Context: an optimization exercise on an open-source flow, tuned for small area. The choices shown serve that exercise and are no tape-out recipe. No activity file was given, so power comes from the tool's default toggle rates.

build 28:
==> flow/design.v (excerpt) <==
module mac2rk_tfm (
    input  wire        clk,
    input  wire        rst,             
    input  wire        cmd_valid,
    input  wire [1:0]  cmd,
    output wire        cmd_ready,
    input  wire        cfg_fmt,         
    input  wire [31:0] cfg_src_len,
    input  wire [31:0] cfg_load_addr,
    input  wire [31:0] cfg_baud,
    input  wire [7:0]  src_data,
    output wire        src_pop,
    input  wire        tick,
    output reg  [1:0]  sample_sym,
    output reg  [2:0]  state,
    output reg         ill,
    output wire [3:0]  err_code,
    output reg  [16:0] frame_len,
    output reg  [14:0] half_bit
);
Size in the first run: about 120 flip-flops.
export LEC_CHECK = 0
export CAP_MARGIN = 20
export CORE_MARGIN = 2
export CORE_UTILIZATION = 65
export SLEW_MARGIN = 20
create_clock -name core_clock -period 32.0 [get_ports {clk}]
standard.sh (not shown) runs the stock make flow with config.mk's settings and CLKGATE_MAP_FILE= SYNTH_SCRIPT=/design/flow/synth_recipe.tcl, a recipe that flattens the netlist after the stock synthesis.
==> flow/flow/run.sh <==
#!/bin/bash
# Standard layout, with two changes to how it is made:
#  - port buffers are the smallest buffer (buf_1) instead of the one
#    buffer_ports picks on its own; every port still gets its buffer;
#  - clock tree synthesis uses smaller clock buffers and inserts no dummy
#    loads.
# ORFS's own per-step logs stay under orfs/logs; make's output goes to
# make_finish.log.
set -euo pipefail
export BUFFER_PORTS_ARGS="-buffer_cell sky130_fd_sc_hd__buf_1"
export CTS_ARGS="-sink_clustering_enable -repair_clock_nets -dont_use_dummy_load -buf_list \"sky130_fd_sc_hd__clkbuf_4\" -sink_clustering_size 20 -sink_clustering_max_diameter 60"
bash standard.sh finish > make_finish.log 2>&1
Input changes introduced in build 81 (baseline for comparison: build 28):
Settings: CORE_UTILIZATION changed from 65 to 60.
diff --git a/flow/flow/run.sh b/flow/flow/run.sh
--- a/flow/flow/run.sh
+++ b/flow/flow/run.sh
@@ -5,2 +5,2 @@
-#  - clock tree synthesis uses smaller clock buffers and inserts no dummy
-#    loads.
+#  - clock tree synthesis uses smaller clock buffers over larger sink
+#    clusters, and inserts no dummy loads.
@@ -11 +11 @@
-export CTS_ARGS="-sink_clustering_enable -repair_clock_nets -dont_use_dummy_load -buf_list \"sky130_fd_sc_hd__clkbuf_4\" -sink_clustering_size 20 -sink_clustering_max_diameter 60"
+export CTS_ARGS="-sink_clustering_enable -repair_clock_nets -dont_use_dummy_load -buf_list sky130_fd_sc_hd__clkbuf_8 -sink_clustering_size 40 -sink_clustering_max_diameter 100"
[summary]
- Overall fraction of global-route tracks in use for build 81: 1.9 points down relative to build 28
- [build 81] slack of the critical path rose 0.055 ns relative to build 28
- Of build 81 and build 28, build 81 shows the higher die area, with build 28 below it.
- Re first-pass GRT wire length: build 81 and build 28 aren't equal, and the higher value belongs to build 81.
For build 93, these inputs were changed with respect to build 81:
Settings: a change of CORE_UTILIZATION from 60 to 65.
diff --git a/flow/flow/run.sh b/flow/flow/run.sh
--- a/flow/flow/run.sh
+++ b/flow/flow/run.sh
@@ -5,2 +5,2 @@
-#  - clock tree synthesis uses smaller clock buffers over larger sink
-#    clusters, and inserts no dummy loads.
+#  - clock tree synthesis uses smaller clock buffers and inserts no dummy
+#    loads.
@@ -11 +11 @@
-export CTS_ARGS="-sink_clustering_enable -repair_clock_nets -dont_use_dummy_load -buf_list sky130_fd_sc_hd__clkbuf_8 -sink_clustering_size 40 -sink_clustering_max_diameter 100"
+export CTS_ARGS="-sink_clustering_enable -repair_clock_nets -dont_use_dummy_load -buf_list \"sky130_fd_sc_hd__clkbuf_2 sky130_fd_sc_hd__clkbuf_4\" -sink_clustering_size 20 -sink_clustering_max_diameter 60"
[summary]
Power: build 93 draws less than build 81. Build 93 against build 81: largest net degree at the start of global routing shows an increase of about 60%; post-route cell area lower; number of nets with antenna violations after detailed routing barely changed; switching share of power picked up an extra 1.2 points. Sequential share of layout area ends up lower on build 81. Amount of wire on met3 after detailed routing (build 93 vs. build 81) increases by more than 10%. Build 93 reports a lower setup slack than build 81 does. From build 81 to build 93 the numbers moved as follows: clock-pin slew on the worst setup and hold paths +0.02 ns, via total after detailed routing +about 0.9%.
Function was not checked in any run of this note: the RTL went through the layout flow alone.


## job 104
mac2rk_tfm, a different RTL version from the one above (not shown whole).
Size: about 830 cells after synthesis, ~120 flip-flops.
make LEC_CHECK=0 CAP_MARGIN=20 CORE_MARGIN=2 CORE_UTILIZATION=40 SLEW_MARGIN=20 finish   # period 32.0 ns
run.sh (not shown) runs the stock make flow with config.mk's settings and CLKGATE_MAP_FILE= SYNTH_SCRIPT=/design/flow/synth_recipe.tcl, a recipe that flattens the netlist after the stock synthesis.
Stock flow here: none of the scripts above is used.
Job 104 did not stop at any stage, and its layout met the timing, design-rule and antenna checks.
Inputs modified between job 104 and job 103:
==> flow/flow/run.sh (new file) <==
#!/bin/bash
# Standard layout, with two changes to how it is made:
#  - port buffers are the smallest buffer (buf_1) instead of the one
#    buffer_ports picks on its own; every port still gets its buffer;
#  - clock tree synthesis inserts no dummy loads.
# ORFS's own per-step logs stay under orfs/logs; make's output goes to
# make_finish.log and the DEF export's to the same file.
set -euo pipefail
export BUFFER_PORTS_ARGS="-buffer_cell sky130_fd_sc_hd__buf_1"
export CTS_ARGS="-sink_clustering_enable -repair_clock_nets -dont_use_dummy_load"
bash standard.sh finish > make_finish.log 2>&1
==> flow/standard.sh (new file) <==
#!/bin/bash
# synth_recipe.tcl (not shown) runs the flow's synth.tcl, then flattens the netlist and writes it again
# the make line also repeats each setting of config.mk as NAME=value (left out here)
make -C /OpenROAD-flow-scripts/flow DESIGN_CONFIG=/design/flow/config.mk WORK_HOME=/design/flow/orfs CLKGATE_MAP_FILE= SYNTH_SCRIPT=/design/flow/synth_recipe.tcl "${@:-finish}"
removed: flow/run.sh
Notes after the runs:
Job 103 — total of plain and repair buffers excluding clock buffers about 0.6% higher, job 104 as reference
Lower wire length of the first global-routing pass was reported by job 103, not job 104.
Diff job 103..job 104 | number of nets in the final layout | negligible
Looking at leading cell type in the layout, fill and taps excluded, the clkdlybuf4s50_1 result is from job 104; the buf_1 one comes from job 103.
Routed wirelength normalized by instance count (higher): job 104
Re minimum clock period after layout: job 103 and job 104 aren't equal, and the higher value belongs to job 104.
Re cell area: job 103 and job 104 aren't equal, and the higher value belongs to job 104.
Summary — routed wire length, job 103 relative to job 104: lower, by 1100 um.
Job 103 has completed all stages; timing, DRC and antenna checks passed.
No functional check of the RTL was part of any run of this note.

afterwards: timing with drivers on the ports:
No port has a modelled driver above. Below, the same layouts with a new extraction and two added sets of constraints. Step 1 assumes that a clkbuf_16 drives the clock port and a buf_2 every other input. Step 2 also shifts input and output timing later by t, the mid clock arrival at the registers, as if the neighbouring blocks saw the same clock. Slacks: ideal ports / drivers / drivers and shift; pairs: ideal ports / drivers.
| run | shift t [ns] | setup WS [ns] | latest minus earliest clock arrival (ns) |
|---|---|---|---|
| build 28 | 0.544 | 18.005 / 17.979 / 17.979 | 0.039 / 0.040 |
| build 81 | 0.477 | 18.060 / 18.032 / 18.032 | 0.023 / 0.023 |
| build 93 | 0.544 | 18.005 / 17.979 / 17.979 | 0.039 / 0.040 |
| job 104 | 0.465 | 17.042 / 17.003 / 17.003 | 0.011 / 0.012 |
| job 103 | 0.450 | 17.815 / 17.783 / 17.783 | 0.025 / 0.024 |
After both steps setup and hold are still met in every run listed. For job 104, which loses most, drivers alone change the setup slack by -0.039 ns; drivers and shift together by -0.039 ns.
